This is an optimization exercise on Yosys and OpenROAD, whose aim is small area, a short achievable clock period and few clock cycles, not a production implementation. Power and IR drop assume default switching activity.

== oak ==
==> flow/design.v (excerpt) <==
module blind_frame_rx (
    input  wire       clk,
    input  wire       rst,         
    input  wire       in_valid,
    input  wire [7:0] in_data,
    output reg        in_ready,
    output reg        evt_valid,
    output reg  [1:0] evt_code,    
    output reg  [7:0] evt_arg0,
    output reg  [7:0] evt_arg1,
    output reg        pay_valid,
    output reg  [7:0] pay_data,
    output reg        pay_last,
    input  wire       pay_ready
);
For scale: ~3100 cells after synthesis, ~50000 µm² of cells after synthesis.
export LEC_CHECK = 0
export ABC_CLOCK_PERIOD_IN_PS = 2500
export CAP_MARGIN = 20
export CORE_MARGIN = 2
export CORE_UTILIZATION = 55
export CTS_CLUSTER_DIAMETER = 60
export CTS_CLUSTER_SIZE = 30
export SLEW_MARGIN = 20
create_clock -name core_clock -period 9.0 [get_ports {clk}]
standard.sh (not shown) runs the stock make flow with config.mk's settings and CLKGATE_MAP_FILE= SYNTH_SCRIPT=/design/flow/synth_recipe.tcl, a recipe that flattens the netlist after the stock synthesis.
==> flow/flow/run.sh <==
#!/bin/bash
set -euo pipefail
bash standard.sh \
    "BUFFER_PORTS_ARGS=-buffer_cell sky130_fd_sc_hd__buf_4" \
    SETUP_SLACK_MARGIN=6 \
    finish > make_finish.log 2>&1
Relative to oak, the following input files were edited for pine:
-- flow/design.v --
<<< oak, line 90
    reg        skip;                    
    reg        bq_v0, bq_v1;            
    reg        sp_v;                    
    wire       consume = r_al && (ac != 9'd0) && (rem0 || skip || !sp_v);
    assign     pop     = a_v && w_al && (!occ[8] || consume);
    wire       idle    = !a_v && s[S0] && (occ == 9'd0);
    genvar j;
    generate
>>> pine, line 90
    reg        skip;                    
    reg        bq_v0, bq_v1;            
    wire       main_free = !pay_valid || pay_ready;
    wire       consume   = r_al && (ac != 9'd0) && (rem0 || skip || main_free);
    wire       out_push  = consume && !rem0 && !skip;
    assign     pop     = a_v && w_al && (!occ[8] || consume);
    wire       idle    = !a_v && s[S0] && (occ == 9'd0);
    wire [8:0] occ_keep = consume ? occ - 9'd1 : occ;
    wire [8:0] occ_inc  = consume ? occ : occ + 9'd1;
    wire [7:0] fs_r     = rd - fsd;                        
    wire [8:0] occ_rew  = {1'b0, consume ? fs_r - 8'd1 : fs_r};
    wire [8:0] ac_keep  = consume ? ac - 9'd1 : ac;
    genvar j;
    generate
<<< oak, line 168
            r_al <= consume ? 1'b1 :
                    idle ? r_al : (rd[KR-1:0] == {KR{1'b1}});
            occ <= (pop ? (rewind ? {1'b0, rd - fsd} : occ + 9'd1) : occ) - {8'd0, consume};
            ac  <= ((pop && commit) ? occ + 9'd1 : ac) - {8'd0, consume};
            if (bq_hit) begin
                bq_v0 <= bq_v1;
>>> pine, line 174
            r_al <= consume ? 1'b1 :
                    idle ? r_al : (rd[KR-1:0] == {KR{1'b1}});
            occ <= !pop ? occ_keep : rewind ? occ_rew : occ_inc;
            ac  <= (pop && commit) ? occ_inc : ac_keep;
            if (bq_hit) begin
                bq_v0 <= bq_v1;
<<< oak, line 227
        end
    end
    wire       main_free = !pay_valid || pay_ready;
    wire       out_push  = consume && !rem0 && !skip;
    reg  [7:0] sp_d;
    reg        sp_l;
    always @(posedge clk) begin
        if (rst) begin
            pay_valid <= 1'b0;
            sp_v      <= 1'b0;
        end else begin
            if (main_free) begin
                pay_valid <= sp_v || out_push;
                sp_v      <= 1'b0;
            end else if (out_push) begin
                sp_v      <= 1'b1;
            end
        end
    end
    always @(posedge clk) begin
        if (main_free) begin
            pay_data <= sp_v ? sp_d : rdata;
            pay_last <= sp_v ? sp_l : rem1;
        end
        if (!sp_v) begin
            sp_d <= rdata;
            sp_l <= rem1;
        end
    end
>>> pine, line 233
        end
    end
    always @(posedge clk) begin
        if (rst)
            pay_valid <= 1'b0;
        else if (main_free)
            pay_valid <= out_push;
    end
    always @(posedge clk) begin
        if (main_free) begin
            pay_data <= rdata;
            pay_last <= rem1;
        end
    end
Results
- Power: pine draws more than oak
- Comparing pine and oak, critical path depth is higher on oak.
- Re share of total power in the clock network: pine and oak aren't equal, and the higher value belongs to pine.
- Area of all placed cells without fillers across pine and oak: no real change.
- On xor and xnor fraction of the mapped netlist area, pine and oak are neck and neck.
- Synthesis-to-finish area growth (higher): pine
- Count of sequential standard cells, pine and oak, lower one = pine.
- Looking at core utilization, pine sits above oak.
- Between pine and oak, it is pine whose worst hold slack is higher, by 0.013 ns.
- oak → pine: fraction of the mapped netlist area in adder cells saw little to no change, share of layout cells above drive strength 1 moved down.
No run of this note included a check of the RTL's function; only the layout flow was run.

-- re-timing with driven ports --
No port has a modelled driver above. Below, the same layouts with a new extraction and two added sets of constraints. Step 1 (the two cells are an assumption about what drives the block):
set clk [get_ports {clk}]
set_driving_cell -lib_cell sky130_fd_sc_hd__clkbuf_16 $clk
set_driving_cell -lib_cell sky130_fd_sc_hd__buf_2 [delete_from_list [all_inputs] $clk]
Step 2 moves the port delays by t, midway between the first and last clock arrival at a register: inputs arrive t later, outputs are due t later. That takes back most of the time a late clock gives input paths. a / b / c = ideal ports / drivers / drivers and shift; a / b = the first two.
run | t, ns | slack for setup (ns) | hold slack, ns | clock arrival spread, ns
oak | 0.756 | 5.788 / 5.788 / 5.788 | 0.300 / 0.300 / 0.300 | 0.048 / 0.049
pine | 0.748 | 5.865 / 5.842 / 5.115 | 0.312 / 0.312 / 0.312 | 0.031 / 0.031
After both steps setup and hold are still met in every run listed. The setup slack of pine, which loses most, moves by -0.023 ns with the drivers and by -0.750 ns with both steps.
